From an optimization exercise on the open Yosys and OpenROAD flow, aimed at small area, a short achievable clock period and few clock cycles; shortcuts taken in it are not production practice. The RTL was checked by simulation tests, not by an equivalence proof against the original design. No activity file was given, so power comes from the tool's default toggle rates.

## design/flow/run.sh

```bash
#!/bin/bash
# synth_recipe.tcl (not shown) runs the flow's synth.tcl, then flattens the netlist and writes it again
# the make line also repeats each setting of config.mk as NAME=value (left out here)
make -C /OpenROAD-flow-scripts/flow DESIGN_CONFIG=/design/flow/config.mk WORK_HOME=/design/flow/orfs CLKGATE_MAP_FILE= SYNTH_SCRIPT=/design/flow/synth_recipe.tcl finish
```

## design/flow/config.mk

```make
export PLATFORM = sky130hd
export DESIGN_NAME = brainshift_core
export DESIGN_NICKNAME = brainshift_core
export VERILOG_FILES = /design/flow/design.v
export SDC_FILE = /design/flow/constraint.sdc
export NUM_CORES = 4
export LEC_CHECK = 0
export CAP_MARGIN = 20
export CORE_MARGIN = 2
export CORE_UTILIZATION = 40
export SLEW_MARGIN = 20
```

## design/flow/constraint.sdc

```tcl
create_clock -name core_clock -period 16.0 [get_ports {clk}]
set_input_delay 3.2000 -clock core_clock [delete_from_list [all_inputs] [get_ports {clk}]]
set_output_delay 3.2000 -clock core_clock [all_outputs]
set_load 0.01 [all_outputs]
```

## design/flow/design.v

```verilog
module brainshift_core (
    input  wire        clk,
    input  wire        rst,
    input  wire [16:0] cfg_mem_size,
    input  wire [16:0] cfg_prog_len,
    output wire [15:0] prog_addr,
    input  wire [7:0]  prog_data,
    output reg         out_valid,
    output reg  [7:0]  out_data,
    output wire        in_req,
    input  wire        in_valid,
    input  wire [7:0]  in_data,
    output wire        halted,
    output reg  [2:0]  fault_code,
    output wire [15:0] fault_pc,
    input  wire [15:0] mem_rd_addr,
    output wire [7:0]  mem_rd_data
);
    localparam TW = 11;         
    localparam NL = 6;          
    localparam NB = 4;          
    localparam [3:0] S_RUN  = 4'd0,  S_EX2  = 4'd1,  S_DIV2 = 4'd2,  S_RET2 = 4'd3,
                     S_SCF  = 4'd4,  S_SCB  = 4'd5,  S_OPER = 4'd6,  S_PASS = 4'd7,
                     S_LINE = 4'd8,  S_CW   = 4'd9,  S_CL   = 4'd10, S_CO   = 4'd11,
                     S_CT   = 4'd12, S_NXL  = 4'd13, S_LBD  = 4'd14, S_HALT = 4'd15;
    reg [3:0]  state;
    reg [6:0]  memsz;
    reg [15:0] plen;
    reg        cfg_bad;
    reg        plen_ok;           
    reg [15:0] pa;              
    reg [15:0] ipc;             
    reg [5:0]  dp;
    reg [6:0]  sp;
    reg [7:0]  op_reg;
    reg        is_call;
    reg        rdy;             
    reg [7:0]  me [0:31];
    reg [7:0]  mo [0:31];
    reg [5:0]  dq;              
    reg [7:0]  drem;            
    reg [1:0]  dph;             
    reg [5:0]  ra_r;            
    reg [4:0]  eidx_r;          
    reg        oph;             
    reg [2:0]  oplen;           
    reg [23:0] opname;
    reg [15:0] nstart, nend;
    reg [15:0] laddr;           
    reg [15:0] lstart;          
    reg        has_colon;
    reg [15:0] r_lp;            
    reg [15:0] r_op;            
    reg [7:0]  r_lb;            
    reg [15:0] r_cpos;          
    reg [15:0] target;
    reg        found;           
    reg        nm_started;
    reg [2:0]  nlen_all, nlen_com;
    reg        built, ovf;
    reg [2:0]  lcnt;
    reg            lv    [0:NL-1];
    reg [2:0]      llen  [0:NL-1];
    reg [23:0]     lname [0:NL-1];
    reg [TW-1:0]   ladr  [0:NL-1];
    reg            lpend [0:NL-1];
    reg            bv [0:NB-1];
    reg [TW-1:0]   bp [0:NB-1];
    reg [TW-1:0]   bq [0:NB-1];
    reg [1:0]      bptr;
    integer i, j, k;
    wire [7:0] pd = prog_data;
    wire       valid = (pa < plen);
    wire       pws   = (pd == 8'h09) || (pd == 8'h0A) || (pd == 8'h0B) ||
                       (pd == 8'h0C) || (pd == 8'h0D) || (pd == 8'h20);
    function is_real;           
        input [7:0] c;
        begin
            case (c)
                8'h3E, 8'h3C, 8'h2B, 8'h2D, 8'h30, 8'h2E, 8'h2C, 8'h7E, 8'h21,
                8'h23, 8'h40, 8'h26, 8'h7C, 8'h5E, 8'h41, 8'h4D, 8'h53, 8'h44,
                8'h25, 8'h5B, 8'h5D, 8'h4A, 8'h43, 8'h52, 8'h3B: is_real = 1'b1;
                default: is_real = 1'b0;
            endcase
        end
    endfunction
    wire [7:0] ev   = me[eidx_r];
    wire [7:0] ovv  = mo[ra_r[5:1]];
    wire [7:0] a    = ra_r[0] ? ovv : ev;    
    wire [7:0] bb   = ra_r[0] ? ev  : ovv;   
    wire [7:0] hrd  = mem_rd_addr[0] ? mo[mem_rd_addr[5:1]] : me[mem_rd_addr[5:1]];
    assign mem_rd_data = ({1'b0, mem_rd_addr} < {10'd0, memsz}) ? hrd : 8'd0;
    assign prog_addr   = (state == S_CW || state == S_CL || state == S_CT) ? r_lp :
                         (state == S_CO) ? r_op : pa;
    assign halted      = (state == S_HALT);
    assign fault_pc    = (fault_code != 3'd0 && fault_code != 3'd5) ? ipc : 16'd0;
    wire op_sk    = !oph && valid && (pd == 8'h20 || pd == 8'h09);
    wire op_star  = !oph && valid && (pd == 8'h2A);
    wire op_chr   = valid && !pws;                  
    wire oph_done = !op_sk && !op_star && !op_chr;
    wire fast_ok  = plen_ok && (oplen != 3'd4);
    wire       exec  = ((state == S_RUN) && valid && !cfg_bad && dp[5:1] != 5'd3) ||
                       (state == S_EX2);
    wire [7:0] xo    = (state == S_EX2) ? op_reg : pd;
    wire       two   = (xo == 8'h26) || (xo == 8'h7C) || (xo == 8'h5E) || (xo == 8'h41) ||
                       (xo == 8'h4D) || (xo == 8'h53) || (xo == 8'h44) || (xo == 8'h25);
    wire       at_top = ({1'b0, dp} == memsz - 7'd1);
    wire       a_zero = (a == 8'd0);
    wire       b_zero = (bb == 8'd0);
    wire   in_take = in_valid && rdy;
    assign in_req  = exec && (xo == 8'h2C) && rdy;
    wire       x_ok   = exec && !(two && at_top);
    wire [5:0] dp_n   = (x_ok && xo == 8'h3E) ? (({1'b0, dp} + 7'd1 == memsz) ? 6'd0 : dp + 6'd1) :
                        (x_ok && xo == 8'h3C) ? ((dp == 6'd0) ? memsz[5:0] - 6'd1 : dp - 6'd1) : dp;
    wire       go_ret = exec && (xo == 8'h52) && !(sp + 7'd2 > memsz);
    wire [5:0] ra_n   = go_ret ? sp[5:0] : dp_n;
    wire [8:0]  add_r = {1'b0, a} + {1'b0, bb};
    wire [8:0]  sub_r = {1'b0, a} - {1'b0, bb};
    wire [15:0] mul_r = a * bb;
    function [8:0] dstep;       
        input [7:0] r;
        input       bi;
        input [7:0] d;
        reg   [8:0] t;
        reg   [8:0] s;
        begin
            t = {r, bi};
            s = t - {1'b0, d};
            dstep = s[8] ? {1'b0, t[7:0]} : {1'b1, s[7:0]};
        end
    endfunction
    wire       dv_on = (state == S_DIV2);
    wire [7:0] dv_r0 = dv_on ? drem : 8'd0;
    wire [1:0] dv_b  = !dv_on ? a[7:6] : (dph == 2'd0) ? a[5:4] : (dph == 2'd1) ? a[3:2] : a[1:0];
    wire [8:0] ds1 = dstep(dv_r0,     dv_b[1], bb);
    wire [8:0] ds2 = dstep(ds1[7:0],  dv_b[0], bb);
    wire [7:0] quo = {dq, ds1[8], ds2[8]};
    wire [7:0] rmd = ds2[7:0];
    wire       dv_last = dv_on && (dph == 2'd2);
    reg            hit_f, hit_b;
    reg [TW-1:0]   tq, tp;
    always @(*) begin
        hit_f = 1'b0; hit_b = 1'b0; tq = {TW{1'b0}}; tp = {TW{1'b0}};
        for (j = 0; j < NB; j = j + 1) begin
            if (bv[j] && bp[j] == pa[TW-1:0]) begin hit_f = 1'b1; tq = tq | bq[j]; end
            if (bv[j] && bq[j] == pa[TW-1:0]) begin hit_b = 1'b1; tp = tp | bp[j]; end
        end
    end
    wire        key_pass = (state == S_PASS) && valid;
    wire [2:0]  key_len  = key_pass ? nlen_com : oplen;
    wire [23:0] pname_m  = {(nlen_com > 3'd2) ? r_lb : 8'd0,
                            (nlen_com > 3'd1) ? r_op[15:8] : 8'd0,
                            (nlen_com > 3'd0) ? r_op[7:0] : 8'd0};
    wire [23:0] key_name = key_pass ? pname_m : opname;
    reg  [NL-1:0] lhit;
    reg  [TW-1:0] ltgt;
    always @(*) begin
        ltgt = {TW{1'b0}};
        for (k = 0; k < NL; k = k + 1) begin
            lhit[k] = lv[k] && llen[k] == key_len && lname[k] == key_name;
            if (lhit[k]) ltgt = ltgt | ladr[k];
        end
    end
    wire l_found = |lhit;
    reg        weA, weB;
    reg [7:0]  wdA, wdB;
    reg        push;
    reg        st_ov, st_ovv, st_dz, st_imr;
    wire [5:0] wa    = push ? (sp[5:0] - 6'd2) : dp;
    wire [5:0] wa1   = wa + 6'd1;
    wire [7:0] ebus  = wa[0] ? wdB : wdA;
    wire [7:0] obus  = wa[0] ? wdA : wdB;
    reg        rs_do;           
    reg        rs_found;
    reg [15:0] rs_tgt;
    reg [15:0] rs_end;
    always @(*) begin
        weA = 1'b0; weB = 1'b0; wdA = 8'd0; wdB = 8'd0; push = 1'b0;
        st_ov = 1'b0; st_ovv = 1'b0; st_dz = 1'b0; st_imr = 1'b0;
        if (exec) begin
            if (two && at_top) begin
                st_imr = 1'b1;
            end else begin
                case (xo)
                    8'h2B: begin weA = 1'b1; wdA = a + 8'd1; end
                    8'h2D: begin weA = 1'b1; wdA = a - 8'd1; end
                    8'h30: begin weA = 1'b1; wdA = 8'd0; end
                    8'h2C: begin weA = in_take; wdA = in_data; end
                    8'h7E, 8'h21: begin weA = 1'b1; wdA = ~a; end
                    8'h23: begin weA = 1'b1; wdA = {1'b0, a[7:1]}; end
                    8'h40: begin weA = 1'b1; wdA = {a[6:0], 1'b0}; end
                    8'h26: begin weA = 1'b1; wdA = a & bb; end
                    8'h7C: begin weA = 1'b1; wdA = a | bb; end
                    8'h5E: begin weA = 1'b1; wdA = a ^ bb; end
                    8'h41: begin weA = 1'b1; wdA = add_r[7:0]; st_ov = 1'b1; st_ovv = add_r[8]; end
                    8'h4D: begin weA = 1'b1; wdA = mul_r[7:0]; st_ov = 1'b1; st_ovv = |mul_r[15:8]; end
                    8'h53: begin weA = 1'b1; wdA = sub_r[7:0]; st_ov = 1'b1; st_ovv = sub_r[8]; end
                    8'h44: st_dz = b_zero;
                    default: ;
                endcase
            end
        end else if (dv_last) begin
            weA = 1'b1;
            if (op_reg == 8'h44) begin
                wdA = quo; weB = 1'b1; wdB = rmd;
            end else begin
                wdA = rmd;
            end
        end else if (rs_do && rs_found && is_call && sp >= 7'd18) begin
            push = 1'b1; weA = 1'b1; weB = 1'b1;
            wdA = rs_end[15:8]; wdB = rs_end[7:0];
        end
    end
    always @(*) begin
        rs_do = 1'b0; rs_found = 1'b0; rs_tgt = 16'd0; rs_end = nend;
        if (state == S_OPER && oph_done && fast_ok && built && (l_found || !ovf)) begin
            rs_do = 1'b1; rs_found = l_found; rs_tgt = {{(16-TW){1'b0}}, ltgt}; rs_end = pa;
        end else if (state == S_PASS && !valid && (l_found || !ovf)) begin
            rs_do = 1'b1; rs_found = l_found; rs_tgt = {{(16-TW){1'b0}}, ltgt};
        end else if (state == S_LBD) begin
            rs_do = 1'b1; rs_found = found; rs_tgt = target;
        end
    end
    genvar g;
    generate
        for (g = 0; g < 32; g = g + 1) begin : gmem
            localparam [5:0] IE = 2 * g, IO = 2 * g + 1;
            wire en_e = (weA && wa == IE) || (weB && wa1 == IE);
            wire en_o = (weA && wa == IO) || (weB && wa1 == IO);
            if (g == 3) begin : gsr
                wire [7:0] base6 = en_e ? ebus : me[3];
                always @(posedge clk) begin
                    if (rst) begin
                        me[3] <= 8'd0;
                        mo[3] <= 8'd0;
                    end else begin
                        me[3] <= {base6[7] | st_imr, base6[6:3], base6[2] | st_dz, base6[1],
                                  st_ov ? st_ovv : base6[0]};
                        if (state == S_RUN && valid && !cfg_bad)
                            mo[3] <= pd;
                        else if (en_o)
                            mo[3] <= obus;
                    end
                end
            end else begin : gw
                always @(posedge clk) begin
                    if (rst || en_e) me[g] <= rst ? 8'd0 : ebus;
                    if (rst || en_o) mo[g] <= rst ? 8'd0 : obus;
                end
            end
        end
    endgenerate
    always @(posedge clk) begin
        dq    <= {dq[3:0], ds1[8], ds2[8]};
        drem  <= ds2[7:0];
        dp    <= dp_n;
        ra_r  <= ra_n;
        eidx_r <= ra_n[5:1] + {4'd0, ra_n[0]};
        if (rst) begin
            state     <= S_RUN;
            rdy       <= 1'b0;
            memsz     <= cfg_mem_size[6:0];
            plen      <= cfg_prog_len[15:0];
            cfg_bad   <= (cfg_mem_size < 17'd16) || (cfg_mem_size > 17'd64) ||
                         (cfg_prog_len > 17'd65535);
            plen_ok     <= (cfg_prog_len < 17'd2048);
            pa        <= 16'd0;
            ipc       <= 16'd0;
            dp        <= (cfg_mem_size[6:0] == 7'd16) ? 6'd0 : 6'd16;
            ra_r      <= (cfg_mem_size[6:0] == 7'd16) ? 6'd0 : 6'd16;
            eidx_r    <= (cfg_mem_size[6:0] == 7'd16) ? 5'd0 : 5'd8;
            sp        <= cfg_mem_size[6:0];
            op_reg    <= 8'd0;
            is_call   <= 1'b0;
            out_valid <= 1'b0;
            out_data  <= 8'd0;
            fault_code <= 3'd0;
            built     <= 1'b0;
            ovf       <= 1'b0;
            lcnt      <= 3'd0;
            bptr      <= 2'd0;
            for (i = 0; i < NL; i = i + 1) lv[i] <= 1'b0;
            for (i = 0; i < NB; i = i + 1) bv[i] <= 1'b0;
        end else begin
            out_valid <= 1'b0;
            rdy       <= 1'b1;
            case (state)
            S_RUN, S_EX2: begin
                if (state == S_RUN && cfg_bad) begin
                    fault_code <= 3'd5;
                    state      <= S_HALT;
                end else if (state == S_RUN && !valid) begin
                    state <= S_HALT;
                end else if (state == S_RUN && dp[5:1] == 5'd3) begin
                    op_reg <= pd;
                    state  <= S_EX2;
                end else begin
                    state  <= S_RUN;
                    op_reg <= xo;
                    ipc    <= pa;
                    pa     <= pa + 16'd1;
                    if (!(two && at_top)) begin
                        case (xo)
                            8'h2E: begin out_valid <= 1'b1; out_data <= a; end
                            8'h2C: if (!in_take) begin pa <= pa; state <= state; end
                            8'h44, 8'h25: if (!b_zero) begin pa <= pa; dph <= 2'd0; state <= S_DIV2; end
                            8'h5B: if (a_zero) begin
                                if (hit_f && plen_ok) pa <= {{(16-TW){1'b0}}, tq} + 16'd1;
                                else begin
                                    r_cpos <= 16'd1;
                                    state  <= S_SCF;
                                end
                            end
                            8'h5D: if (!a_zero) begin
                                if (hit_b && plen_ok) pa <= {{(16-TW){1'b0}}, tp} + 16'd1;
                                else if (pa == 16'd0) begin
                                    pa         <= pa;
                                    fault_code <= 3'd2;
                                    state      <= S_HALT;
                                end else begin
                                    pa     <= pa - 16'd1;
                                    r_cpos <= 16'd1;
                                    state  <= S_SCB;
                                end
                            end
                            8'h4A, 8'h43: begin
                                is_call <= (xo == 8'h43);
                                oph     <= 1'b0;
                                oplen   <= 3'd0;
                                opname  <= 24'd0;
                                state   <= S_OPER;
                            end
                            8'h52: begin
                                pa <= pa;
                                if (sp + 7'd2 > memsz) begin
                                    fault_code <= 3'd4;
                                    state      <= S_HALT;
                                end else begin
                                    state <= S_RET2;
                                end
                            end
                            8'h3B: begin pa <= pa; state <= S_HALT; end
                            default: ;
                        endcase
                    end
                end
            end
            S_DIV2: begin
                dph <= dph + 2'd1;
                if (dv_last) begin
                    pa    <= pa + 16'd1;
                    state <= S_RUN;
                end
            end
            S_RET2: begin
                pa    <= {a, bb};
                sp    <= sp + 7'd2;
                state <= S_RUN;
            end
            S_SCF: begin
                if (!valid) begin
                    fault_code <= 3'd2;
                    state      <= S_HALT;
                end else begin
                    if (pd == 8'h5B) r_cpos <= r_cpos + 16'd1;
                    if (pd == 8'h5D) begin
                        r_cpos <= r_cpos - 16'd1;
                        if (r_cpos == 16'd1) begin
                            state <= S_RUN;
                            if (plen_ok) begin
                                bv[bptr] <= 1'b1;
                                bp[bptr] <= ipc[TW-1:0];
                                bq[bptr] <= pa[TW-1:0];
                                bptr     <= bptr + 2'd1;
                            end
                        end
                    end
                    pa <= pa + 16'd1;
                end
            end
            S_SCB: begin
                if (pd == 8'h5D) r_cpos <= r_cpos + 16'd1;
                if (pd == 8'h5B && r_cpos == 16'd1) begin
                    pa    <= pa + 16'd1;
                    state <= S_RUN;
                    if (plen_ok) begin
                        bv[bptr] <= 1'b1;
                        bp[bptr] <= pa[TW-1:0];
                        bq[bptr] <= ipc[TW-1:0];
                        bptr     <= bptr + 2'd1;
                    end
                end else if (pa == 16'd0) begin
                    fault_code <= 3'd2;
                    state      <= S_HALT;
                end else begin
                    if (pd == 8'h5B) r_cpos <= r_cpos - 16'd1;
                    pa <= pa - 16'd1;
                end
            end
            S_OPER: begin
                if (op_sk) begin
                    pa <= pa + 16'd1;
                end else if (op_star) begin
                    pa     <= pa + 16'd1;
                    oph    <= 1'b1;
                    nstart <= pa + 16'd1;
                end else begin
                    oph <= 1'b1;
                    if (!oph) nstart <= pa;
                    if (op_chr) begin
                        if (oplen == 3'd0) opname[7:0]   <= pd;
                        if (oplen == 3'd1) opname[15:8]  <= pd;
                        if (oplen == 3'd2) opname[23:16] <= pd;
                        if (oplen != 3'd4) oplen <= oplen + 3'd1;
                        pa <= pa + 16'd1;
                    end else begin
                        nend <= pa;
                        if (fast_ok && built && (l_found || !ovf)) begin
                        end else if (fast_ok && !built) begin
                            pa         <= 16'd0;
                            laddr      <= 16'd0;
                            lstart     <= 16'd0;
                            has_colon  <= 1'b0;
                            nm_started <= 1'b0;
                            nlen_all   <= 3'd0;
                            nlen_com   <= 3'd0;
                            r_op       <= 16'd0;
                            r_lb       <= 8'd0;
                            found      <= 1'b0;
                            state      <= S_PASS;
                        end else begin
                            pa        <= 16'd0;
                            laddr     <= 16'd0;
                            lstart    <= 16'd0;
                            has_colon <= 1'b0;
                            found     <= 1'b0;
                            state     <= S_LINE;
                        end
                    end
                end
            end
            S_PASS: begin
                if (!valid) begin
                    built <= 1'b1;
                    if (!(l_found || !ovf)) begin
                        pa        <= 16'd0;
                        laddr     <= 16'd0;
                        lstart    <= 16'd0;
                        has_colon <= 1'b0;
                        found     <= 1'b0;
                        state     <= S_LINE;
                    end
                end else begin
                    pa <= pa + 16'd1;
                    if (is_real(pd)) begin
                        found <= 1'b1;
                        r_lp  <= pa;
                        for (i = 0; i < NL; i = i + 1)
                            if (lpend[i]) begin
                                ladr[i]  <= pa[TW-1:0];
                                lpend[i] <= 1'b0;
                            end
                    end
                    if (pd == 8'h0A) begin
                        if (!has_colon) laddr <= laddr + (pa - lstart);
                        lstart     <= pa + 16'd1;
                        has_colon  <= 1'b0;
                        nm_started <= 1'b0;
                        nlen_all   <= 3'd0;
                        nlen_com   <= 3'd0;
                        r_op       <= 16'd0;
                        r_lb       <= 8'd0;
                    end else if (!has_colon) begin
                        if (pd == 8'h3A) begin
                            has_colon <= 1'b1;
                            if (nlen_com != 3'd4) begin
                                if (l_found) begin
                                    for (i = 0; i < NL; i = i + 1)
                                        if (lhit[i]) begin
                                            ladr[i]  <= laddr[TW-1:0];
                                            lpend[i] <= !found || (r_lp < laddr);
                                        end
                                end else if (lcnt == NL) begin
                                    ovf <= 1'b1;
                                end else begin
                                    lv[lcnt]    <= 1'b1;
                                    llen[lcnt]  <= nlen_com;
                                    lname[lcnt] <= pname_m;
                                    ladr[lcnt]  <= laddr[TW-1:0];
                                    lpend[lcnt] <= !found || (r_lp < laddr);
                                    lcnt        <= lcnt + 3'd1;
                                end
                            end
                        end else if (pws) begin
                            if (nm_started) begin
                                if (nlen_all == 3'd1) r_op[15:8] <= pd;
                                if (nlen_all == 3'd2) r_lb <= pd;
                                if (nlen_all != 3'd4) nlen_all <= nlen_all + 3'd1;
                            end
                        end else begin
                            nm_started <= 1'b1;
                            if (nlen_all == 3'd0) r_op[7:0]  <= pd;
                            if (nlen_all == 3'd1) r_op[15:8] <= pd;
                            if (nlen_all == 3'd2) r_lb <= pd;
                            if (nlen_all != 3'd4) begin
                                nlen_all <= nlen_all + 3'd1;
                                nlen_com <= nlen_all + 3'd1;
                            end else begin
                                nlen_com <= 3'd4;
                            end
                        end
                    end
                end
            end
            S_LINE: begin
                if (!valid || pd == 8'h0A) begin
                    if (has_colon) begin
                        r_lp  <= lstart;
                        state <= S_CW;
                    end else begin
                        laddr <= laddr + (pa - lstart);
                        if (!valid) begin
                            state <= S_LBD;
                        end else begin
                            pa        <= pa + 16'd1;
                            lstart    <= pa + 16'd1;
                            has_colon <= 1'b0;
                        end
                    end
                end else begin
                    if (pd == 8'h3A && !has_colon) begin
                        has_colon <= 1'b1;
                        r_cpos    <= pa;
                    end
                    pa <= pa + 16'd1;
                end
            end
            S_CW: begin
                if (r_lp < r_cpos && pws) begin
                    r_lp <= r_lp + 16'd1;
                end else begin
                    r_op  <= nstart;
                    state <= S_CL;
                end
            end
            S_CL: begin
                if (r_op == nend) begin
                    state <= S_CT;
                end else if (r_lp >= r_cpos) begin
                    state <= S_NXL;
                end else begin
                    r_lb  <= pd;
                    r_lp  <= r_lp + 16'd1;
                    state <= S_CO;
                end
            end
            S_CO: begin
                if (pd == r_lb) begin
                    r_op  <= r_op + 16'd1;
                    state <= S_CL;
                end else begin
                    state <= S_NXL;
                end
            end
            S_CT: begin
                if (r_lp == r_cpos) begin
                    found  <= 1'b1;
                    target <= laddr;
                    state  <= S_NXL;
                end else if (pws) begin
                    r_lp <= r_lp + 16'd1;
                end else begin
                    state <= S_NXL;
                end
            end
            S_NXL: begin
                if (!valid) begin
                    state <= S_LBD;
                end else begin
                    pa        <= pa + 16'd1;
                    lstart    <= pa + 16'd1;
                    has_colon <= 1'b0;
                    state     <= S_LINE;
                end
            end
            S_LBD: ;
            default: ;
            endcase
            if (rs_do) begin
                if (!rs_found) begin
                    fault_code <= 3'd1;
                    state      <= S_HALT;
                end else if (is_call && sp < 7'd18) begin
                    fault_code <= 3'd3;
                    state      <= S_HALT;
                end else begin
                    if (is_call) sp <= sp - 7'd2;
                    pa    <= rs_tgt;
                    state <= S_RUN;
                end
            end
        end
    end
endmodule
```

==> results of run 1 <==
==> cells in the final DEF (no fill, tap or decap), types with 63 or more instances in the layout <==
cell and instances:
edfxtp_1 1029, nor2_1 525, nand2_1 509, a21oi_1 363
nand3_1 337, inv_1 337, o21ai_0 332, xnor2_1 304
buf_4 289, ha_1 192, nand4_1 184, a22oi_1 170
nor3_1 169, clkbuf_16 146, a221oi_1 124, clkdlybuf4s50_1 121
xor2_1 118, a22o_1 117, nand2b_1 109, nor4_1 106
dfxtp_1 102, mux2i_1 100, and3_1 98, nor2b_1 91
and2_1 77, o211ai_1 73, a221o_1 70, a211oi_1 63
==> kinds of logic after synthesis <==
group | synth area share
fa+ha+maj | 0.04832
xor+xnor | 0.05103
compound gates | 0.1983
simple gates | 0.1770
buf+inv | 0.04597
mux | 0.02320
flops | 0.4561
==> final cells by class <==
cell class	count	area, sq um
antenna	13	32.53
clock buffer	168	3756
clock inverter	92	1171
fill	16990	98150
inverter	348	1306
multi-input combinational	5344	36840
sequential	1147	33280
tap	2370	2965
timing repair buffer	414	3427
==> worst max-delay path: cells and delay by family, from the launching register on <==
family,cells,cell delay (ps)
adders and majority gates,3,910
muxes,3,1140
AOI/OAI and AO/OA,14,4390
xor gates and xnor gates,2,520
buffers and inverters,4,1860
and+or+nand+nor,8,1170
DFF,1,530
==> synth_stat cells, types with 41 or more instances <==
| library cell | count | area share |
|---|---|---|
| a211oi_1 | 66 | 0.0068 |
| a221o_1 | 70 | 0.0096 |
| o22ai_1 | 55 | 0.0047 |
| inv_1 | 338 | 0.017 |
| a21o_1 | 55 | 0.0057 |
| mux2i_1 | 106 | 0.015 |
| fa_1 | 56 | 0.015 |
| nor4_1 | 113 | 0.0097 |
| o2111ai_1 | 41 | 0.0049 |
| o211ai_1 | 73 | 0.0075 |
| a22oi_1 | 170 | 0.018 |
| buf_2 | 75 | 0.0051 |
| mux2_2 | 49 | 0.0076 |
| dfxtp_1 | 118 | 0.032 |
| a22o_1 | 117 | 0.014 |
| nand2b_1 | 109 | 0.0094 |
| xnor2_1 | 304 | 0.037 |
| and2_1 | 77 | 0.0066 |
| a21oi_1 | 364 | 0.025 |
| nor3_1 | 187 | 0.013 |
| clkbuf_1 | 370 | 0.019 |
| nand4_1 | 184 | 0.016 |
| xor2_1 | 119 | 0.014 |
| nand3_1 | 338 | 0.023 |
| nand2_1 | 509 | 0.026 |
| a31oi_1 | 59 | 0.0051 |
| nor2b_1 | 95 | 0.0081 |
| nor2_1 | 542 | 0.028 |
| o221ai_1 | 54 | 0.0065 |
| ha_1 | 192 | 0.033 |
| and3_1 | 98 | 0.0084 |
| edfxtp_1 | 1029 | 0.42 |
| a221oi_1 | 124 | 0.015 |
| o21ai_0 | 335 | 0.023 |
==> stage by stage <==
| stage | total power [mW] | setup WS [ps] |
|---|---|---|
| final | 10.10 | 4905 |
| after global routing | 10.37 | 4593 |
| after CTS | 9.979 | 5208 |
| after detailed placement | 6.540 | 5240 |
| after global placement | 6.535 | 5077 |
| after floorplan | 5.341 | 7737 |
==> routing by layer <==
layer,vias up,routed length [um],share of wire
li1,28250,-,-
met1,34470,148700,0.38
met2,5432,160400,0.41
met3,1370,48260,0.12
met4,6,30500,0.079
met5,-,42,0.00011
==> power by group through the flow <==
stage / clock network (mW) / registers, mW / logic [mW]
after global placement: 0 / 3.77 / 2.77
after global routing: 3.60 / 3.72 / 3.05
after CTS: 3.48 / 3.70 / 2.80
after floorplan: 0 / 3.60 / 1.74
final: 3.48 / 3.72 / 2.90
after detailed placement: 0 / 3.76 / 2.78
==> final timing paths <==
check / from / endpoint / slack [ps] / cells after the start
worst min register to register: dq[1] / dq[3] / 360 / 0
worst max-delay path: eidx_r[0] / me[28][4] / 4910 / 34
worst max register to register: eidx_r[0] / me[28][4] / 4910 / 34
worst min-delay path: dq[1] / dq[3] / 360 / 0
==> metrics list, run 1 <==
- After routing, the total negative slack on setup checks comes to 0 ps.
- The tightest min-delay check is of the register to register type.
- The routed design has 387.9 mm of wire.
- Count of hold buffers inserted by post-cts repair: 0
* Area of the core: about 180,000 sq um
- Of the total power, the share spent switching nets is 0.3617.
- Data on the critical path arrives at its endpoint at between 10,000 and 15,000 ps.
- Internal power comes to 6.445 mW.
* Die width: 431.0 um
- Final hold violations: 0
- Post-Syn Nets: 7,651
* Peak fanout along the critical path: 42
- The H-tree was split into 4 levels.
- Setup repair after global routing left no endpoint under its margin.
* Post-detailed-route via-to-cell ratio: 7.026
- The number of global-route vias before repair was 64,770.
- Global routing finished with a remaining overflow of 0.
* Fin nets: 7,712
- In the synthesized netlist the async set-or-reset flop fraction comes to 0.
- Starting density of the core: 0.4030
- Maximum number of pins on one net before global-route repair: 75
- In this run the mean area of a mapped cell was 9.943 sq um.
* Die Y: roughly 430 um
* Relative slew margins: 0.1387
- The most used flip-flop cell after synthesis is edfxtp_1.
* GR met2 Demand/Resource: 0.5828
- Part of the total power dissipated in the clock network: 0.344
- For the final database, setup skew stands at 46.42 ps.
* Startpoint type of the worst setup path: register
- Summed over all cells, the static leakage comes to 29.22 nW.
- The die covers 185,700 sq um.
* Final worst path period share: 0.6934
* Boundary Pins: 123
- Critical Path RT: 16,320 ps
* Rows: 156
* Layout cell share with drive strength beyond 1: 0.1028
* Number of setup violations in the final report: 0
- Most frequent cell on the critical path: o21ai_0
- After detailed placement, the design holds a cell count of 9,619.
* Final cell utilization of the core: 0.4575
* Cells after Synth: 7,334
- The slowest stage of the critical path belongs to the cell o221ai_1.
* Number of flops mapped to enable cells by yosys: 1,029
- Overall fraction of global-route tracks in use: 0.4051
- Post-layout minimum cycle time: ~11,000 ps
- Total setup buffers inserted after CTS: 0
- Combined area of all synthesized cells: 72,920 sq um
- Power Dens Cells: 122.0 nW/um^2
* Count of placed standard cells in the final layout, fillers left out: slightly below 10,000
- Design area: 82,780 sq um
* Clk sink count: 1,147
- The share of total power dissipated in combinational logic is 0.287.
- The number of antenna violations at the first check in global routing is 20.
* Delay contributed by the slowest stage of the critical path: roughly 880 ps
* CTS tree: done
- Max clock buf depth: 3
- Across the run, the number of max-cap violations was 0.
* Global routing's busiest layer: met2
* Post-DR wirelength/cell: about 39 um
- Final hold slack: 365.0 ps
* Run status: no timing/DRC/antenna violations
- For this block, the initial DRC count from the detailed router was 10,860.
* Wire length of the first global-routing pass: between 500 and 600 mm
* Net switching power figure: approximately 3.7 mW
- Transition time at the pin with the least slew margin: 1292 ps
- Static timing analysis puts the maximum clock frequency at 0.09013 GHz.
* Via Count: between 60,000 and 70,000
* Number of search-and-repair iterations in the first detailed-routing pass: 10
* Flops & latches, synth: ~1,100
- Yosys warning count: 3
* Global routing usage on met1: 0.5284
- IR analysis of the VDD net gives a maximum drop of 0.1033 mV.
- The worst setup path is captured at a register.
- The synthesized netlist contains 120 unique library cells.
- Library cell used as clock root buffer: clkbuf_16
- Number of clock buffers inserted by TritonCTS: 140
* Fraction of met3 tracks used by global routing: 0.1233
* Final ANT Viol Nets: 0
- Once placement finished, the instance area stood at 77,760 sq um.
- The congestion estimate from routability-driven global placement came to 1.055.
- Sequential element share of the synthesized area: 0.4561
- Quantity of I/O buffers inserted on ports: roughly 120
- Regs by FF count: me (256), mo (256), lname (144)
* CTS resizes: 0
- Worst Path Class, Setup: register to register
* Count of final max-slew check failures: 0
* CTS clk-pin slew, worst paths: 60 ps
* Placed wire-length estimate after detailed placement: 277.0 mm
- In the routed design, unresolved DRC markers number 0.
- Syn-to-layout area delta: 13.52%
- Clock Latency Late Sink: just over 800 ps
* Reg power frac: 0.368
Testbench counts, summed over its fixed seeds: cycles 184,383.
==> run 2: changes to the inputs <==
--- a/design/flow/design.v
+++ b/design/flow/design.v
@@ -8,3 +8,3 @@
     output reg         out_valid,
-    output reg  [7:0]  out_data,
+    output wire [7:0]  out_data,
     output wire        in_req,
@@ -24,3 +24,3 @@
                      S_LINE = 4'd8,  S_CW   = 4'd9,  S_CL   = 4'd10, S_CO   = 4'd11,
-                     S_CT   = 4'd12, S_NXL  = 4'd13, S_LBD  = 4'd14, S_HALT = 4'd15;
+                     S_CT   = 4'd12, S_NXL  = 4'd13, S_FIX  = 4'd14, S_HALT = 4'd15;
     reg [3:0]  state;
@@ -39,7 +39,11 @@
     reg [7:0]  mo [0:31];
-    reg [5:0]  dq;              
+    reg [4:0]  dq;              
     reg [7:0]  drem;            
-    reg [1:0]  dph;             
-    reg [5:0]  ra_r;            
-    reg [4:0]  eidx_r;          
+    reg        dph;             
+    reg [7:0]  acc, acc1;       
+    reg [4:0]  eix, oix;        
+    reg        rodd;            
+    reg        xodd, yodd;      
+    reg        xy_cf;           
+    reg        x7, y7;          
     reg        oph;             
@@ -55,3 +59,2 @@
     reg [15:0] r_cpos;          
-    reg [15:0] target;
     reg        found;           
@@ -70,3 +73,3 @@
     reg [1:0]      bptr;
-    integer i, j, k;
+    integer i, j, k, m;
     wire [7:0] pd = prog_data;
@@ -86,10 +89,17 @@
     endfunction
-    wire [7:0] ev   = me[eidx_r];
-    wire [7:0] ovv  = mo[ra_r[5:1]];
-    wire [7:0] a    = ra_r[0] ? ovv : ev;    
-    wire [7:0] bb   = ra_r[0] ? ev  : ovv;   
-    wire [7:0] hrd  = mem_rd_addr[0] ? mo[mem_rd_addr[5:1]] : me[mem_rd_addr[5:1]];
-    assign mem_rd_data = ({1'b0, mem_rd_addr} < {10'd0, memsz}) ? hrd : 8'd0;
+    wire [4:0] eix_h = halted ? mem_rd_addr[5:1] : eix;
+    wire [4:0] oix_h = halted ? mem_rd_addr[5:1] : oix;
+    wire [7:0] ev   = me[eix_h];
+    wire [7:0] ovv  = mo[oix_h];
+    wire [7:0] p_lo = rodd ? ovv : ev;       
+    wire [7:0] p_hi = rodd ? ev  : ovv;      
+    wire [7:0] a    = acc;
+    wire [7:0] bb   = acc1;
+    wire [7:0] hrd  = mem_rd_addr[0] ? ovv : ev;
+    assign out_data = acc;
+    assign mem_rd_data = (mem_rd_addr[15:6] == 10'd0 && {1'b0, mem_rd_addr[5:0]} < memsz) ? hrd : 8'd0;
+    wire [15:0] ret_a  = {p_lo, p_hi};
+    wire        ret_sk = (ret_a + 16'd1 < plen) && !is_real(pd);
     assign prog_addr   = (state == S_CW || state == S_CL || state == S_CT) ? r_lp :
-                         (state == S_CO) ? r_op : pa;
+                         (state == S_CO) ? r_op : (state == S_RET2) ? ret_a : pa;
     assign halted      = (state == S_HALT);
@@ -111,7 +121,27 @@
     assign in_req  = exec && (xo == 8'h2C) && rdy;
+    wire [5:0] ms1  = memsz[5:0] - 6'd1;
+    wire [5:0] ms2  = memsz[5:0] - 6'd2;
+    wire [5:0] ms3  = memsz[5:0] - 6'd3;
+    wire       dz0  = (dp == 6'd0);
+    wire       dz1  = (dp == 6'd1);
+    wire       dt1  = (dp == ms1);
+    wire       dt2  = (dp == ms2);
+    wire       dt3  = (dp == ms3);
+    wire [5:0] dpm2 = dz0 ? ms2 : dz1 ? ms1 : dp - 6'd2;
+    wire [5:0] dpm1 = dz0 ? ms1 : dp - 6'd1;
+    wire [5:0] dp1  = dt1 ? 6'd0 : dp + 6'd1;
+    wire [5:0] dp2  = dt2 ? 6'd0 : dt1 ? 6'd1 : dp + 6'd2;
+    wire [5:0] dp3  = dt3 ? 6'd0 : dt2 ? 6'd1 : dt1 ? 6'd2 : dp + 6'd3;
     wire       x_ok   = exec && !(two && at_top);
-    wire [5:0] dp_n   = (x_ok && xo == 8'h3E) ? (({1'b0, dp} + 7'd1 == memsz) ? 6'd0 : dp + 6'd1) :
-                        (x_ok && xo == 8'h3C) ? ((dp == 6'd0) ? memsz[5:0] - 6'd1 : dp - 6'd1) : dp;
+    wire       mv_r   = exec && xo == 8'h3E;
+    wire       mv_l   = exec && xo == 8'h3C;
+    wire [5:0] dp_n   = mv_r ? dp1 : mv_l ? dpm1 : dp;
     wire       go_ret = exec && (xo == 8'h52) && !(sp + 7'd2 > memsz);
+    wire       go_fix = mv_l && xy_cf;
     wire [5:0] ra_n   = go_ret ? sp[5:0] : dp_n;
+    wire [5:0] x_n    = mv_r ? dp3 : mv_l ? dp1  : dp2;     
+    wire [5:0] y_n    = mv_r ? dp  : mv_l ? dpm2 : dpm1;    
+    wire       pair_n = go_ret || go_fix;
+    wire [7:0] m_x    = (x7 && state == S_RUN) ? pd : (xodd ? ovv : ev);    
+    wire [7:0] m_y    = (y7 && state == S_RUN) ? pd : (yodd ? ovv : ev);    
     wire [8:0]  add_r = {1'b0, a} + {1'b0, bb};
@@ -133,8 +163,9 @@
     wire [7:0] dv_r0 = dv_on ? drem : 8'd0;
-    wire [1:0] dv_b  = !dv_on ? a[7:6] : (dph == 2'd0) ? a[5:4] : (dph == 2'd1) ? a[3:2] : a[1:0];
-    wire [8:0] ds1 = dstep(dv_r0,     dv_b[1], bb);
-    wire [8:0] ds2 = dstep(ds1[7:0],  dv_b[0], bb);
-    wire [7:0] quo = {dq, ds1[8], ds2[8]};
-    wire [7:0] rmd = ds2[7:0];
-    wire       dv_last = dv_on && (dph == 2'd2);
+    wire [2:0] dv_b  = !dv_on ? {1'b0, a[7:6]} : dph ? a[2:0] : a[5:3];
+    wire [8:0] ds1 = dstep(dv_r0,     dv_b[2], bb);
+    wire [8:0] ds2 = dstep(ds1[7:0],  dv_b[1], bb);
+    wire [8:0] ds3 = dstep(ds2[7:0],  dv_b[0], bb);
+    wire [7:0] quo = {dq, ds1[8], ds2[8], ds3[8]};
+    wire [7:0] rmd = ds3[7:0];
+    wire       dv_last = dv_on && dph;
     reg            hit_f, hit_b;
@@ -172,2 +203,8 @@
     wire [7:0] obus  = wa[0] ? wdA : wdB;
+    wire       en6   = (weA && wa == 6'd6) || (weB && wa1 == 6'd6);
+    wire       en7   = (weA && wa == 6'd7) || (weB && wa1 == 6'd7);
+    wire [7:0] base6 = en6 ? ebus : me[3];
+    wire [7:0] m6_next = {base6[7] | st_imr, base6[6:3], base6[2] | st_dz, base6[1],
+                          st_ov ? st_ovv : base6[0]};
+    wire [7:0] m7_next = (state == S_RUN && valid && !cfg_bad) ? pd : en7 ? obus : mo[3];
     reg        rs_do;           
@@ -219,4 +256,4 @@
             rs_do = 1'b1; rs_found = l_found; rs_tgt = {{(16-TW){1'b0}}, ltgt};
-        end else if (state == S_LBD) begin
-            rs_do = 1'b1; rs_found = found; rs_tgt = target;
+        end else if ((state == S_LINE && !valid && !has_colon) || (state == S_NXL && !valid)) begin
+            rs_do = 1'b1; rs_found = found; rs_tgt = opname[15:0];
         end
@@ -230,3 +267,2 @@
             if (g == 3) begin : gsr
-                wire [7:0] base6 = en_e ? ebus : me[3];
                 always @(posedge clk) begin
@@ -236,8 +272,4 @@
                     end else begin
-                        me[3] <= {base6[7] | st_imr, base6[6:3], base6[2] | st_dz, base6[1],
-                                  st_ov ? st_ovv : base6[0]};
-                        if (state == S_RUN && valid && !cfg_bad)
-                            mo[3] <= pd;
-                        else if (en_o)
-                            mo[3] <= obus;
+                        me[3] <= m6_next;
+                        mo[3] <= m7_next;
                     end
@@ -253,7 +285,32 @@
     always @(posedge clk) begin
-        dq    <= {dq[3:0], ds1[8], ds2[8]};
-        drem  <= ds2[7:0];
+        dq    <= {dq[1:0], ds1[8], ds2[8], ds3[8]};
+        drem  <= ds3[7:0];
         dp    <= dp_n;
-        ra_r  <= ra_n;
-        eidx_r <= ra_n[5:1] + {4'd0, ra_n[0]};
+        rodd  <= ra_n[0];
+        xodd  <= x_n[0];
+        yodd  <= y_n[0];
+        xy_cf <= (x_n[0] == y_n[0]);
+        x7    <= (x_n == 6'd7);
+        y7    <= (y_n == 6'd7);
+        if (pair_n) begin
+            eix <= ra_n[5:1] + {4'd0, ra_n[0]};
+            oix <= ra_n[5:1];
+        end else begin
+            eix <= x_n[0] ? y_n[5:1] : x_n[5:1];
+            oix <= x_n[0] ? x_n[5:1] : y_n[5:1];
+        end
+        if (state == S_FIX) begin
+            acc  <= p_lo;
+        end else if (mv_r) begin
+            acc  <= acc1;
+            acc1 <= m_x;
+        end else if (mv_l) begin
+            acc1 <= acc;
+            if (!xy_cf) acc <= m_y;
+        end else begin
+            acc  <= (dp == 6'd6) ? m6_next : (dp == 6'd7) ? m7_next :
+                    (weA && wa == dp) ? wdA : (weB && wa1 == dp) ? wdB : acc;
+            acc1 <= (dp1 == 6'd6) ? m6_next : (dp1 == 6'd7) ? m7_next :
+                    (weA && wa == dp1) ? wdA : (weB && wa1 == dp1) ? wdB : acc1;
+        end
         if (rst) begin
@@ -269,4 +326,11 @@
             dp        <= (cfg_mem_size[6:0] == 7'd16) ? 6'd0 : 6'd16;
-            ra_r      <= (cfg_mem_size[6:0] == 7'd16) ? 6'd0 : 6'd16;
-            eidx_r    <= (cfg_mem_size[6:0] == 7'd16) ? 5'd0 : 5'd8;
+            acc       <= 8'd0;
+            acc1      <= 8'd0;
+            xodd      <= (cfg_mem_size[6:0] == 7'd17);
+            yodd      <= 1'b1;
+            xy_cf     <= (cfg_mem_size[6:0] == 7'd17);
+            x7        <= 1'b0;
+            y7        <= 1'b0;
+            eix       <= (cfg_mem_size[6:0] == 7'd16) ? 5'd1 : (cfg_mem_size[6:0] == 7'd18) ? 5'd0 : 5'd9;
+            oix       <= (cfg_mem_size[6:0] == 7'd17) ? 5'd0 : 5'd7;
             sp        <= cfg_mem_size[6:0];
@@ -275,3 +339,2 @@
             out_valid <= 1'b0;
-            out_data  <= 8'd0;
             fault_code <= 3'd0;
@@ -303,5 +366,6 @@
                         case (xo)
-                            8'h2E: begin out_valid <= 1'b1; out_data <= a; end
+                            8'h3C: if (xy_cf) state <= S_FIX;
+                            8'h2E: out_valid <= 1'b1;
                             8'h2C: if (!in_take) begin pa <= pa; state <= state; end
-                            8'h44, 8'h25: if (!b_zero) begin pa <= pa; dph <= 2'd0; state <= S_DIV2; end
+                            8'h44, 8'h25: if (!b_zero) begin pa <= pa; dph <= 1'b0; state <= S_DIV2; end
                             8'h5B: if (a_zero) begin
@@ -347,4 +411,5 @@
             end
+            S_FIX: state <= S_RUN;
             S_DIV2: begin
-                dph <= dph + 2'd1;
+                dph <= 1'b1;
                 if (dv_last) begin
@@ -355,3 +420,3 @@
             S_RET2: begin
-                pa    <= {a, bb};
+                pa    <= ret_sk ? ret_a + 16'd1 : ret_a;
                 sp    <= sp + 7'd2;
@@ -521,5 +586,3 @@
                         laddr <= laddr + (pa - lstart);
-                        if (!valid) begin
-                            state <= S_LBD;
-                        end else begin
+                        if (valid) begin
                             pa        <= pa + 16'd1;
@@ -567,3 +630,3 @@
                     found  <= 1'b1;
-                    target <= laddr;
+                    opname[15:0] <= laddr;    
                     state  <= S_NXL;
@@ -576,5 +639,3 @@
             S_NXL: begin
-                if (!valid) begin
-                    state <= S_LBD;
-                end else begin
+                if (valid) begin
                     pa        <= pa + 16'd1;
@@ -585,3 +646,2 @@
             end
-            S_LBD: ;
             default: ;
==> run 2 against run 1 <==
Compared with the run above:
- critical path depth down 21
- still clean on timing, DRC and antenna
- die area shrank 1.2%
- clock skew is 4.3 ps higher
- combinational power up 41%
- synthesized cell count shrank 0.67%
- register-to-register slack got worse by 40 ps
- utilization fell by 0.095 points
- synthesized area down 1.2%
==> metrics list, run 2 <==
- The number of distinct library cell variants in the gate-level netlist after synthesis was 120 (unchanged).
- Startpoint type of the worst setup path: primary input (was register)
- The remaining global-route overflow came to 0 (unchanged).
- Regs by FF count: me (256), mo (256), lname (144) (unchanged)
* Number of antenna violations at the first check in global routing: 18 (was 20)
* Top cell type by total area after synthesis: edfxtp_1 (unchanged)
* Cells after Synth: 7,285 (was 7,334)
* Length in cells of the worst reg-to-reg path: 39 (was 34)
- The ratio of final minimum period to clock period is 0.7529 (was 0.6934).
- Number of H-tree levels: 4 (unchanged)
- The placed wire-length estimate after detailed placement was 251.3 mm (was 277.0 mm).
- The core outline area came to 178,600 sq um (was 180,900 sq um).
* Max clock buf depth: 3 (unchanged)
- Number of remaining DRC errors: 0 (unchanged)
* Number of setup violations in the final report: 0 (unchanged)
- Number of flops mapped to enable cells by yosys: 1,012 (was 1,029)
- Commonest non-fill, non-tap cell in the layout: edfxtp_1 (unchanged)
* Vias in the first global route: 62,460 (was 64,770)
- The global-route wire length before repair is 475.6 mm (was 529.2 mm).
- The worst hold-check path type was register to register (unchanged).
- The clock root buffer master is clkbuf_16 (unchanged).
- Top achievable clock speed: 0.08301 GHz (was 0.09013 GHz)
- The global-route usage over all layers is 0.3600 (was 0.4051).
- The clock edge transition at the registers on the reported setup and hold paths was 60 ps (about the same).
- The initial core utilization is 0.4033 (was 0.4030).
* Die Y: 428.3 um (was 431.0 um)
- Slowest library cell on the worst path: a31oi_1 (was o221ai_1)
- The maximum number of pins on one net before global-route repair was 78 (was 75).
* RSZ-0062 raised after global routing: no (unchanged)
* Delay contributed by the slowest stage of the critical path: 880 ps (about the same)
- The count of antenna-violating nets left after detailed routing came to 0 (unchanged).
* CTS tree: done (unchanged)
* Ys async rst share: 0 (unchanged)
- The per-instance average area after synthesis is 9.887 sq um (was 9.943 sq um).
- The post-synthesis net count is 7,635 (was 7,651).
* Clock Skew: 50.71 ps (was 46.42 ps)
- The data arrival at the endpoint of the critical path was 8850 ps (was 11,410 ps).
- Fin nets: 7,747 (was 7,712)
- Area share of the largest cell type after synthesis: 0.4219 (was 0.4237)
- The total wirelength of the detailed-routed design came to 341.0 mm (was 387.9 mm).
- Final hold slack: 358.9 ps (was 365.0 ps)
- CTS resizes: 0 (unchanged)
* Run status: no timing/DRC/antenna violations (unchanged)
- The number of CTS-inserted buffers was 131 (was 140).
* Via Count: 65,440 (was 69,530)
- The headroom to the max-slew limit came to 0.09309 (was 0.1387).
- Number of search-and-repair iterations in the first detailed-routing pass: 10 (unchanged)
- Worst Hold Depth: 0 (unchanged)
* Post-layout minimum cycle time: 12,050 ps (was 11,090 ps)
* Top library cells by usage in the layout, fill and taps aside: 1,012 x edfxtp_1, 566 x nor2_1, 514 x nand2_1, 480 x a21oi_1, 402 x o21ai_0 (was 1,029 x edfxtp_1, 525 x nor2_1, 509 x nand2_1, 363 x a21oi_1)
* Critical path capture point type: output port (was register)
* Count of hold buffers inserted by post-cts repair: 0 (unchanged)
- The worst ir drop on vdd is 0.2995 mV (was 0.1033 mV).
* Most instantiated library cell after synthesis: edfxtp_1 (unchanged)
- Final hold violations: 0 (unchanged)
- The maximum fanout encountered on the critical timing path is 13 (was 42).
- Die width: 428.3 um (was 431.0 um)
- The total of buffers placed on input and output ports is 122 (unchanged).
* Total power after layout: 11.05 mW (was 10.10 mW)
- The prevailing post-synth register cell was edfxtp_1 (unchanged).
- The ratio of cells with drive above 1 in the final layout is 0.09535 (was 0.1028).
- Post-DR wirelength/cell: 34.58 um (was 39.20 um)
* Leakage power: 29.28 nW (was 29.22 nW)
* Boundary Pins: 123 (unchanged)
* Top cells by instance count after synthesis: 1,012 x edfxtp_1, 575 x nor2_1, 514 x nand2_1, 485 x a21oi_1, 412 x o21ai_0 (was 1,029 x edfxtp_1, 542 x nor2_1, 509 x nand2_1, 370 x clkbuf_1, 364 x a21oi_1)
* Worst Path Class, Setup: primary input to output port (was register to register)
- The Yosys warning count is 3 (unchanged).
- Rows: 155 (was 156)
- The clock network latency to the later pin of the worst-skew pair was 830 ps (was 820 ps).
* Sequential element share of the synthesized area: 0.4580 (was 0.4561)
- The slew of the pin with the lowest slew margin was 1352 ps (was 1292 ps).
* Critical Path RT: 12,800 ps (was 16,320 ps)
- Flops & latches, synth: 1,142 (was 1,147)
* Die footprint: 183,500 sq um (was 185,700 sq um)
- The aggregate negative setup slack is 0 ps (unchanged).
- The power per cell area came to 135.5 nW/um^2 (was 122.0 nW/um^2).
* Total setup buffers inserted after CTS: 0 (unchanged)
- RD Place Congestion: 1.046 (was 1.055)
- Max Cap Viol: 0 (unchanged)
- The cell area after synthesis is 72,030 sq um (was 72,920 sq um).
* Syn-to-layout area delta: 13.22% (was 13.52%)
- Post-detailed-route via-to-cell ratio: 6.636 (was 7.026)
- The critical path goes through clkdlybuf4s50_1 -> or3_1 -> o22ai_1 -> and2_0 -> a22oi_1 -> nand4_1 -> nor2_1 -> a31oi_1 -> mux2i_1 -> a211oi_1 -> a21oi_1 -> a21oi_1 -> clkdlybuf4s50_1.
- Number of DRC markers in iteration 0: 9,602 (was 10,860)
- The number of sinks driven by the clock tree is 1,142 (was 1,147).
- Count of final max-slew check failures: 0 (unchanged)
* Top cells by area in the synthesized netlist: edfxtp_1 42%, xnor2_1 4.3%, ha_1 3.9%, dfxtp_1 3.6%, a21oi_1 3.4% (was edfxtp_1 42%, xnor2_1 3.7%, ha_1 3.3%, dfxtp_1 3.2%, nor2_1 2.8%)
[run 2: changes by cell type after synthesis, sizes merged, moves of 31 or more]
| cell | delta |
|---|---|
| o21ai | +76 |
| a22o | -69 |
| a221oi | -36 |
| nand3 | -154 |
| a22oi | +60 |
| mux2i | +52 |
| xnor2 | +48 |
| and2 | +31 |
| ha | +32 |
| a21oi | +120 |
| a221o | -54 |
[run 2: area by class of cell]
class	count	area, sq um
sequential	1142	33000
clock buffer	153	3392
antenna	8	20.02
fill	16900	97060
tap	2355	2947
inverter	357	1340
timing repair buffer	440	3612
multi-input combinational	5325	36140
clock inverter	82	1104
[run 2: through the flow]
| stage | area (sq um) | worst slack (ps) | util | instances |
|---|---|---|---|---|
| global placement | 77010 | 3907 | 0.4312 | 9618 |
| detailed placement | 77020 | 3875 | 0.4312 | 9618 |
| finish | 81550 | 3954 | 0.4566 | 9862 |
| floorplan | 72030 | 6053 | - | 7285 |
| CTS | 81510 | 4123 | 0.4564 | 9853 |
| global route | 81530 | 3889 | 0.4565 | 9854 |
[run 2: worst paths after layout]
path | from | endpoint | slack, ps
max | mem_rd_addr[5] | prog_addr[2] | 3950
min | dq[1] | dq[4] | 360
max reg2reg | state[2] | acc1[2] | 4870
min reg2reg | dq[1] | dq[4] | 360
[run 2: metal layers]
| layer | up-vias | share of wire | global-route usage |
|---|---|---|---|
| met4 | 10 | 0.081 | 0.2436 |
| met5 | - | 0.00020 | 0 |
| met2 | 4461 | 0.44 | 0.5542 |
| met1 | 32140 | 0.38 | 0.4525 |
| met3 | 1165 | 0.10 | 0.08012 |
| li1 | 27670 | - | - |
[run 2: critical path, delay by kind of cell]
| kind | cells | cell delay, ps |
|---|---|---|
| AOI/OAI and AO/OA | 6 | 2570 |
| and+or+nand+nor | 4 | 1300 |
| buffers and inverters | 2 | 1230 |
| muxes | 1 | 530 |
[run 2: where the power goes]
part | total [mW] | switching [mW] | leakage [nW] | internal [mW]
Sequential | 3.80 | 0.224 | 10.9 | 3.57
Combinational | 4.08 | 2.76 | 16.2 | 1.32
Clock | 3.18 | 1.37 | 2.16 | 1.81
[run 2: logic make-up after synthesis]
kind of cell / count (synthesis) / share of synthesized area
adders and majority gates: 281 / 0.05475
and+or+nand+nor: 2267 / 0.1581
muxes: 223 / 0.03261
buffers and inverters: 818 / 0.04391
xor gates and xnor gates: 493 / 0.05995
AOI/OAI and AO/OA: 2061 / 0.1926
DFF: 1142 / 0.4580
Testbench counts of run 2, summed over its fixed seeds: cycles 180,696.
==> run 3: changes to the inputs <==
--- a/design/flow/design.v
+++ b/design/flow/design.v
@@ -18,3 +18,3 @@
 );
-    localparam TW = 11;         
+    localparam TW = 10;         
     localparam NL = 6;          
@@ -65,3 +65,3 @@
     reg            lv    [0:NL-1];
-    reg [2:0]      llen  [0:NL-1];
+    reg [1:0]      llen  [0:NL-1];
     reg [23:0]     lname [0:NL-1];
@@ -190,3 +190,3 @@
         for (k = 0; k < NL; k = k + 1) begin
-            lhit[k] = lv[k] && llen[k] == key_len && lname[k] == key_name;
+            lhit[k] = lv[k] && !key_len[2] && llen[k] == key_len[1:0] && lname[k] == key_name;
             if (lhit[k]) ltgt = ltgt | ladr[k];
@@ -322,3 +322,3 @@
                          (cfg_prog_len > 17'd65535);
-            plen_ok     <= (cfg_prog_len < 17'd2048);
+            plen_ok     <= (cfg_prog_len < 17'd1024);
             pa        <= 16'd0;
@@ -551,3 +551,3 @@
                                     lv[lcnt]    <= 1'b1;
-                                    llen[lcnt]  <= nlen_com;
+                                    llen[lcnt]  <= nlen_com[1:0];
                                     lname[lcnt] <= pname_m;
==> design/flow/flow/run.sh (new file) <==
#!/bin/bash
# The standard layout (the standard.sh, unchanged synthesis and steps), with
# repair_timing asked for more setup slack than the clock needs, so that it sizes
# and buffers the critical paths harder. The SDC and clock period are the design's.
set -euo pipefail
export SETUP_SLACK_MARGIN=8
bash standard.sh > standard.log 2>&1
==> design/flow/standard.sh (new file) <==
#!/bin/bash
# synth_recipe.tcl (not shown) runs the flow's synth.tcl, then flattens the netlist and writes it again
# the make line also repeats each setting of config.mk as NAME=value (left out here)
make -C /OpenROAD-flow-scripts/flow DESIGN_CONFIG=/design/flow/config.mk WORK_HOME=/design/flow/orfs CLKGATE_MAP_FILE= SYNTH_SCRIPT=/design/flow/synth_recipe.tcl "${@:-finish}"
removed: design/flow/run.sh
==> run 3 against run 2 <==
Compared with the run above:
- still clean on timing, DRC and antenna
- via count up 1.9%
- setup slack better by 2500 ps
- die area down 2.2%
- synthesized area down 2.3%
- critical endpoint is now prog_addr[1]
- largest power group unchanged
- highest routed layer unchanged
==> metrics list, run 3 <==
- Top library cells by usage in the layout, fill and taps aside: 992 x edfxtp_1, 553 x nand2_1, 539 x buf_4, 537 x nor2_1, 394 x a21oi_1 (was 1,012 x edfxtp_1, 566 x nor2_1, 514 x nand2_1, 480 x a21oi_1, 402 x o21ai_0)
* Filler cell count in the final layout: 15,590 (was 16,900)
- Number of remaining DRC errors: 0 (unchanged)
- The post-layout utilization of the core is 0.5000 (was 0.4566).
- The internal power consumption is 6.858 mW (was 6.700 mW).
- Fin nets: 7,894 (was 7,747)
- The number of enable flip-flop cells after synthesis was 992 (was 1,012).
- Worst Hold Depth: 0 (unchanged)
- The hold path startpoint was dq[1] (unchanged).
- Die Y: 423.5 um (was 428.3 um)
- Length in cells of the worst reg-to-reg path: 39 (unchanged)
- The cell area after synthesis was 70,400 sq um (was 72,030 sq um).
- The category of the worst setup path launch point was a primary input (unchanged).
- The adder-cell area share of the yosys netlist came to 0.05602 (was 0.05475).
* Library cell used as clock root buffer: clkbuf_16 (unchanged)
- The share of power burned in registers was 0.327 (was 0.344).
- Placed wire-length estimate after detailed placement: 246.1 mm (was 251.3 mm)
- The maximum fanout encountered on the critical timing path came to 7 (was 13).
- The fraction of power spent switching nets was 0.3898 (was 0.3936).
- The number of top-level design ports is 123 (unchanged).
- The fraction of the mapped netlist area in compound gates is 0.2002 (was 0.1926).
- Leakage power: 31.57 nW (was 29.28 nW)
- The final count of negative-setup-slack endpoints is 0 (unchanged).
* Count of final max-slew check failures: 0 (unchanged)
* Global route overflow: 0 (unchanged)
- Number of H-tree levels: 4 (unchanged)
- The clock skew was 29.84 ps (was 50.71 ps).
* Sum of negative setup slack: 0 ps (unchanged)
* Post-DR wirelength/cell: 34.91 um (was 34.58 um)
- The achievable frequency came to 0.1047 GHz (was 0.08301 GHz).
- CTS clk-pin slew, worst paths: 70 ps (was 60 ps)
- The post-synthesis net count is 7,380 (was 7,635).
* Clock Latency Late Sink: 830 ps (about the same)
- The shortest period the worst path allows came to 9547 ps (was 12,050 ps).
- The relative contribution of the clock network to total power came to 0.280 (was 0.287).
- The worst reg2reg path startpoint is state[1] (was state[2]).
- The total via count after detailed routing was 66,680 (was 65,440).
- The post-synthesis share of cell area spent on and, or, nand and nor gates is 0.1527 (was 0.1581).
- Most instantiated library cell after synthesis: edfxtp_1 (unchanged)
- RD Place Congestion: 1.045 (was 1.046)
- GR met2 Demand/Resource: 0.5599 (was 0.5542)
* Delay contributed by the slowest stage of the critical path: 440 ps (was 880 ps)
- Area share of the largest cell type after synthesis: 0.4231 (was 0.4219)
- Peak supply drop: 0.1776 mV (was 0.2995 mV)
- The headroom to the max-slew limit was 0.09039 (was 0.09309).
* Main combinational cell family by area after synthesis: compound AO/OA/AOI/OAI gates (unchanged)
- The global routing's busiest layer is met2 (unchanged).
- Hold-critical path endpoint: dq[4] (unchanged)
* Arrival @ worst endpoint: 6350 ps (was 8850 ps)
- Vias in the first global route: 62,150 (was 62,460)
- The number of register bits inferred by synthesis is 1,122 (was 1,142).
- The met3 layer usage reported by global route came to 0.08509 (was 0.08012).
- The final number of hold-violating endpoints was 0 (unchanged).
* Number of DRC markers in iteration 0: 11,240 (was 9,602)
- Most frequent cell on the critical path: buf_4
* Critical path capture point type: output port (unchanged)
- Worst Path Class, Setup: primary input to output port (unchanged)
* Top cells by instance count after synthesis: 992 x edfxtp_1, 593 x nor2_1, 563 x nand2_1, 452 x a21oi_1, 400 x o21ai_0 (was 1,012 x edfxtp_1, 575 x nor2_1, 514 x nand2_1, 485 x a21oi_1, 412 x o21ai_0)
- Hold WC Path Type: register to register (unchanged)
- Top cell type by total area after synthesis: edfxtp_1 (unchanged)
* Number of antenna violations at the first check in global routing: 13 (was 18)
* Kind of cell adding the most delay to the critical path: compound AO/OA/AOI/OAI gates (unchanged)
- The number of sinks driven by the clock tree was 1,122 (was 1,142).
- Worst reg2reg path endpoint: pa[11] (was acc1[2])
- Starting density of the core: 0.4037 (was 0.4033)
- The detailed-router iteration count before antenna repair was 10 (unchanged).
- Area of the core: 174,400 sq um (was 178,600 sq um)
- The global routing met1 resource utilization came to 0.4824 (was 0.4525).
- The post-detailed-route via-to-cell ratio came to 6.680 (was 6.636).
* Die footprint: 179,400 sq um (was 183,500 sq um)
- The synthesis-to-finish area growth is 23.85% (was 13.22%).
* Slowest library cell on the worst path: o32a_4 (was a31oi_1)
* Wire length of the first global-routing pass: 481.5 mm (was 475.6 mm)
* Average cell area after synthesis: 10.01 sq um (was 9.887 sq um)
- Commonest non-fill, non-tap cell in the layout: edfxtp_1 (unchanged)
* Top cells by area in the synthesized netlist: edfxtp_1 42%, xnor2_1 4.2%, ha_1 4.0%, dfxtp_1 3.7%, a21oi_1 3.2% (was edfxtp_1 42%, xnor2_1 4.3%, ha_1 3.9%, dfxtp_1 3.6%, a21oi_1 3.4%)
* Worst reg2reg setup slack: 7780 ps (was 4870 ps)
- The count of antenna-violating nets left after detailed routing is 0 (unchanged).
- The overall die width came to 423.5 um (was 428.3 um).
- Cells after Synth: 7,030 (was 7,285)
- Cell breakdown of the critical path: buf_12 -> buf_4 -> a32oi_4 -> buf_12 -> buf_4 -> nor4_4 -> buf_4 -> a22o_1 -> a221oi_2 -> nand4_1 -> o32a_4 -> mux2i_4 -> a211oi_2 -> a21oi_2 -> a21oi_2 -> buf_2 (was clkdlybuf4s50_1 -> or3_1 -> o22ai_1 -> and2_0 -> a22oi_1 -> nand4_1 -> nor2_1 -> a31oi_1 -> mux2i_1 -> a211oi_1 -> a21oi_1 -> a21oi_1 -> clkdlybuf4s50_1)
- Power Dens Cells: 128.9 nW/um^2 (was 135.5 nW/um^2)
- The number of CTS-inserted buffers was 133 (was 131).
- Final worst path period share: 0.5967 (was 0.7529)
- Post-synthesis share of cell area spent on xor and xnor gates: 0.05895 (was 0.05995)
* Area of all sequential standard cells: 32,420 sq um (was 33,000 sq um)
* Max clock buf depth: 3 (unchanged)
- The maximum number of pins on one net before global-route repair is 83 (was 78).
- The TritonCTS clock tree is done (unchanged).
- Worst Path Buf+Inv: 6 (was 2)
- The number of placement rows was 153 (was 155).
- The total of buffers placed on input and output ports is 122 (unchanged).
* Transition time at the pin with the least slew margin: 1356 ps (was 1352 ps)
- The combinational share of power is 0.393 (was 0.369).
- Run status: no timing/DRC/antenna violations (unchanged)
- Mux contribution to synthesized area: 0.02938 (was 0.03261)
- Overall fraction of global-route tracks in use: 0.3743 (was 0.3600)
- The critical path data required time came to 12,800 ps (about the same).
- The ratio of cells with drive above 1 in the final layout came to 0.2040 (was 0.09535).
- RSZ-0062 raised after global routing: yes (was no)
- Ys async rst share: 0 (unchanged)
- Sequential element share of the synthesized area: 0.4601 (was 0.4580)
- Number of unique standard cell types used by synthesis: 123 (was 120)
* Primary FF master, synth: edfxtp_1 (unchanged)
- The number of violations of the max-capacitance limit is 0 (unchanged).
- Regs by FF count: me (256), mo (256), lname (144) (unchanged)
- The Yosys warning count came to 3 (unchanged).
- Net switching power figure: 4.382 mW (was 4.349 mW)
- WL final: 348.5 mm (was 341.0 mm)
- The area of the multi-input gates was 38,680 sq um (was 36,140 sq um).
[run 3: worst max-delay path by stage]
stage / start / endpoint / slack, ps / cells after the start
6_report: mem_rd_addr[2] / prog_addr[1] / 6450 / 16
5_1_grt: mem_rd_addr[3] / prog_addr[15] / 6490 / 15
4_1_cts: mem_rd_addr[2] / prog_addr[10] / 6510 / 16
3_5_place_dp: mem_rd_addr[2] / pa[1] / 4150 / 25
3_3_place_gp: mem_rd_addr[1] / prog_addr[11] / 4290 / 12
2_1_floorplan: mem_rd_addr[2] / prog_addr[11] / 7120 / 12
[run 3: cells by family after synthesis]
logic type / count (synthesis)
AO/OA/AOI/OAI: 2037
XOR/XNOR: 473
adder cells (fa/ha/maj): 281
buffers and inverters: 763
flip-flops: 1122
multiplexers: 196
AND/OR/NAND/NOR: 2158
[run 3: area by class of cell]
type,instances,share of cell area
multi-input cells,5155,0.4437
flip-flops and latches,1122,0.3718
repair buffers,784,0.08413
clock buffers,152,0.03959
well taps,2325,0.03336
inverters,348,0.01540
clock inverters,90,0.01187
diodes,6,0.0001722
[run 3: power groups by stage]
stage / Clock [mW] / Sequential (mW) / Combinational [mW]
detailed placement: 0 / 3.71 / 3.54
floorplan: 0 / 3.57 / 2.28
global placement: 0 / 3.71 / 3.52
finish: 3.15 / 3.67 / 4.42
global route: 3.28 / 3.67 / 4.60
CTS: 3.17 / 3.65 / 3.93
[run 3: through the flow]
step / hold WS, ps / setup WS (ps) / std cells / instance area, sq um / power (mW)
2_1_floorplan: 327.2 / 7123 / 7030 / 71380 / 5.850
3_3_place_gp: 339.4 / 4292 / 9320 / 75830 / 7.237
3_5_place_dp: 341.4 / 4146 / 9321 / 75850 / 7.244
4_1_cts: 357.4 / 6514 / 9856 / 84930 / 10.76
5_1_grt: 371.6 / 6485 / 9977 / 87180 / 11.56
6_report: 366.8 / 6453 / 9982 / 87190 / 11.24
[run 3: layer usage]
metal  vias to the layer above  share of wire
li1                      27660              -
met1                     32640           0.37
met2                      5146           0.43
met3                      1232           0.11
met4                         6          0.083
met5                         -        0.00011
[run 3: repair_timing]
item                                     CTS  global route
pin swaps                                177           195
buffers inserted                         273           114
resized for setup                        578           265
hold buffers                               0             0
cloned                                    20             4
endpoints found under the setup margin  1066           717
Testbench counts of run 3, summed over its fixed seeds: cycles 180,696.

[port drivers added, routing unchanged]
The results above use ideal ports. As a check the final layouts listed here were re-extracted and re-timed, cells and wires unchanged. Step 1 assumes that a clkbuf_16 drives the clock port and a buf_2 every other input. Step 2, shift: input delay + t, output delay - t, t = (earliest + latest rising clock arrival at the registers) / 2. This alone moves slack from input paths to output paths. Three values: ideal ports, drivers, drivers and shift; two values: the first two.
run | shift t [ns] | setup slack, ns | worst hold slack (ns) | cell pins on the clock port's net
run 1 | 0.887 | 4.905 / 4.842 / 4.842 | 0.365 / 0.365 / 0.365 | 1
run 2 | 0.905 | 3.954 / 3.906 / 3.620 | 0.359 / 0.359 / 0.359 | 1
run 3 | 0.905 | 6.453 / 6.377 / 6.027 | 0.367 / 0.367 / 0.367 | 1
After both steps every run listed still meets setup and hold. For run 3, which loses most, drivers alone change the setup slack by -0.076 ns; drivers and shift together by -0.426 ns.
